Context: an optimization exercise on an open-source flow, tuned for a short achievable clock period and few clock cycles. The choices shown serve that exercise and are no tape-out recipe.
Only simulation tests tie the RTL to the original design; equivalence was not proved.
The flow treats the clock pin as an ideal source, which a real chip does not have.
Power is estimated from default activity; no workload was simulated.

== v6 ==
// lf_core
module lf_core (
    input  wire        clk,
    input  wire        rst,         
    input  wire        in_valid,
    input  wire [15:0] in_word,
    output wire        in_ready,
    output reg         out_valid,
    output reg  [2:0]  out_kind,
    output reg  [4:0]  out_addr,
    output reg  [15:0] out_data,
    output wire        busy
);
Settings: LEC_CHECK=0, ABC_CLOCK_PERIOD_IN_PS=2000, CAP_MARGIN=20, CORE_MARGIN=2, CORE_UTILIZATION=40, CTS_CLUSTER_DIAMETER=80, CTS_CLUSTER_SIZE=30, SETUP_SLACK_MARGIN=4.0, SLEW_MARGIN=20; clock period 6.0 ns.
run.sh (not shown) runs the stock make flow with config.mk's settings and CLKGATE_MAP_FILE= SYNTH_SCRIPT=/design/flow/synth_recipe.tcl, a recipe that flattens the netlist after the stock synthesis.
Both conditions hold for v6: the flow ran to the end and the final layout passed the timing, design-rule and antenna checks.
Testbench counts of v6, summed over its fixed seeds: cycles 24,037.
### v6 -> v7
# v6
export LEC_CHECK = 0
export ABC_CLOCK_PERIOD_IN_PS = 2000
export CAP_MARGIN = 20
export CORE_MARGIN = 2
export CORE_UTILIZATION = 40
export CTS_CLUSTER_DIAMETER = 80
export CTS_CLUSTER_SIZE = 30
export SETUP_SLACK_MARGIN = 4.0
export SLEW_MARGIN = 20
create_clock -name core_clock -period 6.0 [get_ports {clk}]
# v7
export LEC_CHECK = 0
export ABC_CLOCK_PERIOD_IN_PS = 2000
export CAP_MARGIN = 20
export CORE_MARGIN = 2
export CORE_UTILIZATION = 40
export SETUP_SLACK_MARGIN = 4.0
export SLEW_MARGIN = 20
create_clock -name core_clock -period 6.0 [get_ports {clk}]
[summary]
- v7 finished end to end and its layout was clean on timing, DRC and antenna.
- Where power is concerned, v6 is better than v7.
- When v7 is set beside v6, its worst hold margin turns out to be 0.0088 ns smaller.
- v7 vs. v6: global-route usage went up by 0.43 points.


Setup of before:
Another version of the RTL of lf_core (not shown whole).
Size: ~1900 cells after synthesis, about 510 flip-flops, roughly 46 I/O pins.
make LEC_CHECK=0 ABC_CLOCK_PERIOD_IN_PS=2500 CAP_MARGIN=20 CORE_MARGIN=2 CORE_UTILIZATION=40 SETUP_SLACK_MARGIN=3.5 SLEW_MARGIN=20 finish   # period 6.0 ns
Testbench counts of before, summed over its fixed seeds: cycles 24,029.
#### Input delta (after over before)
- clearing ABC_CLOCK_PERIOD_IN_PS, which used to be 2500
- clearing SETUP_SLACK_MARGIN, which used to be 3.5
[summary]
On via count of the first global-routing pass: between after and before, it ends up higher for after. Compared with before, after shows sequential share of cell area higher by 1.5 points. Delta (after minus before): share of the clock period used by the worst path increased 15 points; maximum clock skew at final layout increased 0.013 ns; global-route track usage on met3 increased 0.31 points. Changes observed in after relative to before: total of cells resized after clock tree synthesis went down by 85, power dropped 0.17 mW. Compare after and before | area added between synthesis and finish higher: before. Looking at capture point of the critical path, the qmem[5][24]$_DFFE_PP_ result is from before; the qmem[3][27]$_DFFE_PP_ one comes from after. Number of logic stages on the critical path including buffering ends up lower on after.


run A:
Another version of the RTL of lf_core (not shown whole).
Size in the first run: roughly 1600 cells after synthesis, about 46 I/O pins.
==> flow/config.mk <==
export PLATFORM = sky130hd
export DESIGN_NAME = lf_core
export DESIGN_NICKNAME = lf_core
export VERILOG_FILES = /design/flow/design.v
export SDC_FILE = /design/flow/constraint.sdc
export NUM_CORES = 4
export LEC_CHECK = 0
export ABC_CLOCK_PERIOD_IN_PS = 1800
export CAP_MARGIN = 20
export CORE_MARGIN = 2
export CORE_UTILIZATION = 40
export CTS_CLUSTER_DIAMETER = 80
export CTS_CLUSTER_SIZE = 30
export SETUP_SLACK_MARGIN = 4.3
export SLEW_MARGIN = 20
==> flow/constraint.sdc <==
create_clock -name core_clock -period 6.0 [get_ports {clk}]
set_input_delay 1.2000 -clock core_clock [delete_from_list [all_inputs] [get_ports {clk}]]
set_output_delay 1.2000 -clock core_clock [all_outputs]
set_load 0.01 [all_outputs]
standard.sh (not shown) runs the stock make flow with config.mk's settings and CLKGATE_MAP_FILE= SYNTH_SCRIPT=/design/flow/synth_recipe.tcl, a recipe that flattens the netlist after the stock synthesis.
==> flow/flow/run.sh <==
#!/bin/bash
# The standard layout, with a post-CTS step (flow/post_cts.tcl) that
# flattens the top of the clock tree. ORFS logs go to orfs/logs; the make
# output goes to standard.log.
set -euo pipefail
HERE=$(pwd)
bash standard.sh POST_CTS_TCL="$HERE/flow/post_cts.tcl" finish > "$HERE/standard.log" 2>&1
==> flow/flow/post_cts.tcl <==
set NB 4
set block [ord::get_db_block]
set db [ord::get_db]
set clk_net [$block findNet clk]

proc out_net {inst} {
  foreach it [$inst getITerms] { if {[$it isOutputSignal]} { return [$it getNet] } }
  return "NULL"
}
proc in_iterm {inst} {
  foreach it [$inst getITerms] { if {[$it isInputSignal]} { return $it } }
  return "NULL"
}
proc loads_of {net drv} {
  set l {}
  foreach it [$net getITerms] { if {[$it getInst] ne $drv} { lappend l $it } }
  return $l
}

# the tree above the leaf buffers
set root [[lindex [$clk_net getITerms] 0] getInst]
if {[llength [$clk_net getITerms]] != 1} { error "post_cts: clock port net has [llength [$clk_net getITerms]] cells" }
set root_net [out_net $root]
set branches {}
set leaves {}
set others {}
foreach it [loads_of $root_net $root] {
  set b [$it getInst]
  set bn [out_net $b]
  if {$bn eq "NULL"} { lappend others $b; continue }
  lappend branches $b
  foreach lit [loads_of $bn $b] {
    set l [$lit getInst]
    if {[out_net $l] eq "NULL"} { lappend others $l } else { lappend leaves $l }
  }
}
puts "post_cts: root [$root getName], [llength $branches] branch buffers, [llength $leaves] leaf buffers, [llength $others] dummy loads"
foreach l $leaves {
  set ln [out_net $l]
  foreach it [loads_of $ln $l] {
    if {![string match "*CLK*" [[$it getMTerm] getName]] && [out_net [$it getInst]] ne "NULL"} {
      error "post_cts: [$l getName] drives a non-register [[$it getInst] getName]"
    }
  }
}

# remove root, branches and their dummy loads
foreach inst [concat [list $root] $branches $others] {
  set n [out_net $inst]
  foreach it [$inst getITerms] { $it disconnect }
  odb::dbInst_destroy $inst
  if {$n ne "NULL"} { odb::dbNet_destroy $n }
}

# group the leaves: sort by angle around their centre, cut into NB runs
set cx 0.0; set cy 0.0
foreach l $leaves { set p [$l getLocation]; set cx [expr {$cx + [lindex $p 0]}]; set cy [expr {$cy + [lindex $p 1]}] }
set cx [expr {$cx / [llength $leaves]}]; set cy [expr {$cy / [llength $leaves]}]
set keyed {}
foreach l $leaves {
  set p [$l getLocation]
  lappend keyed [list [expr {atan2([lindex $p 1] - $cy, [lindex $p 0] - $cx)}] $l]
}
set keyed [lsort -real -index 0 $keyed]
set n [llength $keyed]
set master [$db findMaster sky130_fd_sc_hd__buf_16]
for {set g 0} {$g < $NB} {incr g} {
  set lo [expr {($g * $n) / $NB}]
  set hi [expr {(($g + 1) * $n) / $NB}]
  set grp {}
  for {set i $lo} {$i < $hi} {incr i} { lappend grp [lindex [lindex $keyed $i] 1] }
  set gx 0.0; set gy 0.0
  foreach l $grp { set p [$l getLocation]; set gx [expr {$gx + [lindex $p 0]}]; set gy [expr {$gy + [lindex $p 1]}] }
  set gx [expr {int($gx / [llength $grp])}]; set gy [expr {int($gy / [llength $grp])}]
  set b [odb::dbInst_create $block $master "clkbuf_br_${g}_clk"]
  set bn [odb::dbNet_create $block "clknet_br_${g}_clk"]
  $bn setSigType CLOCK
  $b setLocation $gx $gy
  $b setPlacementStatus PLACED
  [in_iterm $b] connect $clk_net
  [$b findITerm X] connect $bn
  foreach l $grp { set it [in_iterm $l]; $it disconnect; $it connect $bn }
  puts "post_cts: clkbuf_br_${g}_clk at $gx $gy drives [llength $grp] leaf buffers"
}

set bm [$db findMaster sky130_fd_sc_hd__buf_12]
foreach l $leaves { $l swapMaster $bm }
puts "post_cts: [llength $leaves] leaf buffers set to buf_12"

# legalize the new buffers
detailed_placement
check_placement -verbose
estimate_parasitics -placement
report_clock_skew
report_worst_slack
Run A | status: complete | timing, DRC, antenna: pass
Testbench counts of run A, summed over its fixed seeds: cycles 24,037.
--- input diff run A..run B ---
-- flow/flow/post_cts.tcl --
<<< run A, line 66
set master [$db findMaster sky130_fd_sc_hd__buf_16]
>>> run B, line 66
set master [$db findMaster sky130_fd_sc_hd__clkbuf_16]
<<< run A, line 86
set bm [$db findMaster sky130_fd_sc_hd__buf_12]
foreach l $leaves { $l swapMaster $bm }
puts "post_cts: [llength $leaves] leaf buffers set to buf_12"

>>> run B, line 86
Results
- When the final numbers for run A and run B were put side by side, the vias per cell turned out to be greater in run A.
- Measured against each other, run A and run B differ in ratio of final minimum period to clock period, the higher figure coming from run B.
- Achievable frequency (higher): run A
The following lists how run C was set up differently from run B:
Settings: swapping 80 for 70 in CTS_CLUSTER_DIAMETER; swapping 30 for 22 in CTS_CLUSTER_SIZE.
-- flow/flow/post_cts.tcl --
<<< run B, line 66
set master [$db findMaster sky130_fd_sc_hd__clkbuf_16]
>>> run C, line 66
set master [$db findMaster sky130_fd_sc_hd__buf_16]
<<< run B, line 86
>>> run C, line 86
set bm [$db findMaster sky130_fd_sc_hd__buf_16]
foreach l $leaves { $l swapMaster $bm }
puts "post_cts: [llength $leaves] leaf buffers set to buf_16"

Findings:
Minimum clock period after layout, run B and run C: higher on run B. Of run B and run C, run C shows the lower area added between synthesis and finish, with run B above it. Between run B and run C, the setup slack of the most critical reg-to-reg path figures differ only marginally.
## Diff of input files: run D against run C
Settings: CTS_CLUSTER_SIZE now 30, was 22; CTS_CLUSTER_DIAMETER now 80, was 70.
--- outcome ---
Run D reached the end of the flow, and the finished layout is clean on the timing, design-rule and antenna checks.
Re arithmetic-cell share of the synthesized area counting full adders, half adders and majority gates: no difference whatsoever between run C and run D.
Comparing the two runs side by side, run D comes out ahead of run C on minimum clock period after layout.
[compare] base=run C new=run D: number of nets in the finished design has increased; worst setup slack now sits higher.

==> what the ideal ports hide <==
In the flow no input, the clock included, has a driving cell. The finished layouts below were timed again as built, in two steps. Step 1: set_driving_cell puts a clkbuf_16 on clk and a buf_2 on each other input, an assumption about the parent block. Step 2 adds t to the input delays and takes it off the output delays; t is the mean of the earliest and latest rising clock arrival at the registers after step 1. Input paths then give back, and output paths get back, about the clock's delay inside the block. Slacks: ideal ports / drivers / drivers and shift; pairs: ideal ports / drivers.
| run | t, ns | setup slack, ns | cell pins on the clock port's net |
|---|---|---|---|
| v6 | 0.602 | 3.793 / 3.739 / 3.542 | 1 |
| v7 | 0.625 | 3.790 / 3.735 / 3.539 | 1 |
| before | 0.641 | 3.564 / 3.518 / 3.001 | 1 |
| after | 0.647 | 2.635 / 2.635 / 2.575 | 1 |
| run A | 0.422 | 4.054 / 3.923 / 3.695 | 4 |
| run B | 0.448 | 4.015 / 3.902 / 3.609 | 4 |
| run C | 0.444 | 4.025 / 3.894 / 3.702 | 4 |
| run D | 0.440 | 4.040 / 3.910 / 3.691 | 4 |
After both steps setup and hold are still met in every run listed. The setup slack of before, which loses most, moves by -0.046 ns with the drivers and by -0.563 ns with both steps.
